This design comes from an exercise in tuning for small area, a short achievable clock period and few clock cycles on the open sky130 flow, not from production work.
Where RTL was checked, it was by simulation tests only, not by an equivalence proof against the original.
No activity file was given, so power comes from the tool's default toggle rates.

run a:
// rle_export
module rle_export (
    input  wire        clk,
    input  wire        rst,         
    input  wire        start,
    input  wire [15:0] cfg_w,
    input  wire [15:0] cfg_h,
    input  wire [15:0] cfg_tilew,
    input  wire [4:0]  cfg_levels,
    input  wire        cfg_invert,
    output wire        busy,
    output wire        done,
    output reg  [7:0]  errcode,
    input  wire        pix_valid,
    output wire        pix_ready,
    input  wire [23:0] pix_rgb,
    output reg         out_valid,
    input  wire        out_ready,
    output reg  [7:0]  out_byte,
    output reg         out_last
);
Size in the first run: about 1,100 cells after synthesis, ~160 flip-flops, ~9900 sq um of cells after synthesis.
Settings: LEC_CHECK=0, ABC_AREA=1, CAP_MARGIN=20, CORE_MARGIN=2, CORE_UTILIZATION=40, CTS_BUF_LIST=sky130_fd_sc_hd__clkbuf_8, PLACE_DENSITY=0.6, SLEW_MARGIN=20; clock period 23.0 ns.
standard.sh (not shown) runs the stock make flow with config.mk's settings and CLKGATE_MAP_FILE= SYNTH_SCRIPT=/design/flow/synth_recipe.tcl, a recipe that flattens the netlist after the stock synthesis.
==> flow/flow/run.sh <==
#!/bin/bash
# The standard layout, with the port buffers made of buf_2 cells instead
# of the slow default buffer that buffer_ports picks, and timing repair
# aiming for more setup slack than the clock period needs.
set -euo pipefail
export BUFFER_PORTS_ARGS="-buffer_cell sky130_fd_sc_hd__buf_2"
export SETUP_SLACK_MARGIN=17.35
bash standard.sh > standard.log 2>&1
Changes in run b relative to run a:
--- a/flow/design.v
+++ b/flow/design.v
@@ -13,29 +13,28 @@
     input  wire        pix_valid,
     output wire        pix_ready,
     input  wire [23:0] pix_rgb,
     output reg         out_valid,
     input  wire        out_ready,
     output reg  [7:0]  out_byte,
     output reg         out_last
 );
     reg busy_r, done_r, pix_ready_r, in_act;
     reg idle;                    
+    reg first;                   
     reg e11_r, e21_r, eany_r;
     assign busy      = busy_r;
     assign done      = done_r;
     assign pix_ready = pix_ready_r;
     always @(*) errcode = {2'b00, e21_r, e11_r, 3'b000, eany_r};
-    wire cfg_bad_levels = (cfg_levels < 5'd2) || (cfg_levels > 5'd16);
-    wire cfg_bad_tile   = (cfg_tilew == 16'd0);
-    wire cfg_empty      = (cfg_w == 16'd0) || (cfg_h == 16'd0);
-    wire cfg_ok         = !cfg_bad_levels && !cfg_bad_tile && !cfg_empty;
+    reg bad_levels_q, bad_tile_q, empty_q;
+    wire cfg_ok = !bad_levels_q && !bad_tile_q && !empty_q;
     reg [15:0] w_q, t_q;
     reg [3:0]  m_q;              
     reg        inv_q;
     reg [15:0] col, tile, row;
     wire last_col  = (col  == 16'd1);
     wire last_tile = (tile == 16'd1);
     wire last_row  = (row  == 16'd1);
     wire last_pix  = last_col && last_row;
     wire penult    = (last_row && (col == 16'd2)) ||
                      (last_col && (w_q == 16'd1) && (row == 16'd2));
@@ -329,82 +328,89 @@
     wire       eofB = pcB == 2'b11;
     wire b_proc = vB && (eocB || vA);
     wire b_ends = eocB || (cnt == 4'd15) || (lvlA != lvlB);
     wire b_load = !vB || eocB || vA;
     wire emit   = en && b_proc && b_ends;
     wire [7:0] byteB = {cnt, f_nib({lvlB, m_q})};
     reg [7:0] skid_byte;
     reg       skid_last;
     reg  out_empty;              
     wire out_free = out_empty || out_ready;
-    wire busy_n = idle ? (start && cfg_ok)
-                       : !(!out_empty && out_ready && out_last);
+    wire last_out = !out_empty && out_ready && out_last;
+    wire busy_n   = idle ? start : first ? cfg_ok : !last_out;
     wire out_valid_n = out_free ? (skid_valid || emit) : 1'b1;
     always @(posedge clk) begin
         if (idle) begin
             w_q   <= cfg_w;
             t_q   <= cfg_tilew;
             m_q   <= cfg_levels[3:0] - 4'd1;
             inv_q <= cfg_invert;
         end
-        e11_r  <= idle && cfg_bad_levels;
-        e21_r  <= idle && !cfg_bad_levels && cfg_bad_tile;
-        eany_r <= idle && (cfg_bad_levels || cfg_bad_tile);
-        if (idle) begin
-            col  <= cfg_w;
-            tile <= cfg_tilew;
-            row  <= cfg_h;
-        end else if (en && v1) begin
-            col  <= last_col ? w_q : col - 16'd1;
-            tile <= (last_col || last_tile) ? t_q : tile - 16'd1;
-            if (last_col)
-                row <= row - 16'd1;
+        bad_levels_q <= (cfg_levels < 5'd2) || (cfg_levels > 5'd16);
+        bad_tile_q   <= (cfg_tilew == 16'd0);
+        empty_q      <= (cfg_w == 16'd0) || (cfg_h == 16'd0);
+        e11_r  <= first && bad_levels_q;
+        e21_r  <= first && !bad_levels_q && bad_tile_q;
+        eany_r <= first && (bad_levels_q || bad_tile_q);
+        if (first || (en && v1)) begin
+            col  <= (first || last_col) ? w_q : col - 16'd1;
+            tile <= (first || last_col || last_tile) ? t_q : tile - 16'd1;
         end
+        if (idle)
+            row <= cfg_h;
+        else if (en && v1 && last_col)
+            row <= row - 16'd1;
         if (en) begin
             sum1 <= in_r ^ in_g ^ in_b;
             car1 <= (in_r & in_g) | (in_r & in_b) | (in_g & in_b);
             int2 <= q_int[7:0] ^ {8{inv_q}};
             lvlA <= q_lvl;
             if (b_load)
                 lvlB <= lvlA;
         end
         if (!skid_valid) begin
             skid_byte <= byteB;
             skid_last <= eofB;
         end
         if (out_free) begin
             out_byte <= skid_valid ? skid_byte : byteB;
             out_last <= skid_valid ? skid_last : eofB;
         end
         if (rst) begin
             busy_r      <= 1'b0;
             idle        <= 1'b1;
+            first       <= 1'b0;
             done_r      <= 1'b0;
             in_act      <= 1'b0;
             pix_ready_r <= 1'b0;
             v1          <= 1'b0;
             pc2         <= 2'b00;
             pcA         <= 2'b00;
             pcB         <= 2'b00;
             cnt         <= 4'd0;
             out_valid   <= 1'b0;
             out_empty   <= 1'b1;
             skid_valid  <= 1'b0;
         end else begin
             busy_r <= busy_n;
             idle   <= !busy_n;
+            first <= idle && start;
             if (idle) begin
-                done_r      <= start && !cfg_ok;
-                in_act      <= start && cfg_ok;
-                pix_ready_r <= start && cfg_ok;
+                done_r      <= 1'b0;
+                in_act      <= 1'b0;
+                pix_ready_r <= 1'b0;
+            end else if (first) begin
+                done_r      <= !cfg_ok;
+                in_act      <= cfg_ok;
+                pix_ready_r <= cfg_ok;
             end else begin
-                done_r <= !out_empty && out_ready && out_last;
+                done_r <= last_out;
                 if (take_last)
                     in_act <= 1'b0;
                 pix_ready_r <= in_act && !take_last &&
                                !(!out_free && (skid_valid || emit));
             end
             if (en) begin
                 v1  <= take;
                 pc2 <= !v1 ? 2'b00 : last_pix ? 2'b11 :
                        (last_col || last_tile) ? 2'b10 : 2'b01;
                 pcA <= pc2;
Results
- Cmp run b vs run a: fraction of power consumed by sequential logic higher in run b
- Number of enable flip-flop cells after synthesis: run b vs run a identical
- Summary of run b over run a: minimum clock period went up; worst-case hold slack stayed essentially flat; insertion delay of the later-clocked pin in the worst-skew pair comparable; violation count after the first detailed-routing iteration went down by 71.
- Run comparison: run a critical path startpoint cfg_levels[2]; run b critical path startpoint out_last
- Compared with run a, in run b wire length saw a decrease; end-of-flow core utilization saw little to no change.
- From run a to run b, post-synthesis async set-or-reset flop share did not move at all.
- Run a and run b ended up with roughly the same flip-flop and latch power.
- Per the comparison of run b with run a, count of different cell masters after synthesis fell by 1, multi-input combinational cell area fell by 5.6%, total power draw fell by 57 uW.
Testbench counts of run b, summed over its fixed seeds: cycles 64,768.
For run a, only the layout was checked, not whether the RTL still works.

[separate check: timing with driven ports]
How much do the figures lean on ideal ports? The routed layouts below were timed once more, with nothing changed but the port constraints.
Step 1 (the two cells are an assumption about what drives the block):
set clk [get_ports {clk}]
set_driving_cell -lib_cell sky130_fd_sc_hd__clkbuf_16 $clk
set_driving_cell -lib_cell sky130_fd_sc_hd__buf_2 [delete_from_list [all_inputs] $clk]
Step 2 adds t to the input delays and takes it off the output delays; t is the mean of the earliest and latest rising clock arrival at the registers after step 1. Input paths then give back, and output paths get back, about the clock's delay inside the block.
Slacks: ideal / step 1 / step 2; pairs: ideal / step 1.
| run | t, ns | setup slack, ns | worst setup path after step 2 | worst data-port slew with drivers (ns) | pins driven straight from the clock port |
|---|---|---|---|---|---|
| run a | 0.495 | 17.317 / 17.320 / 16.824 | input to register | 0.05 | 1 |
| run b | 0.500 | 17.285 / 17.243 / 17.506 | input to register | 0.05 | 1 |
After both steps setup and hold are still met in every run listed. The setup slack of run a, which loses most, moves by +0.003 ns with the drivers and by -0.493 ns with both steps.
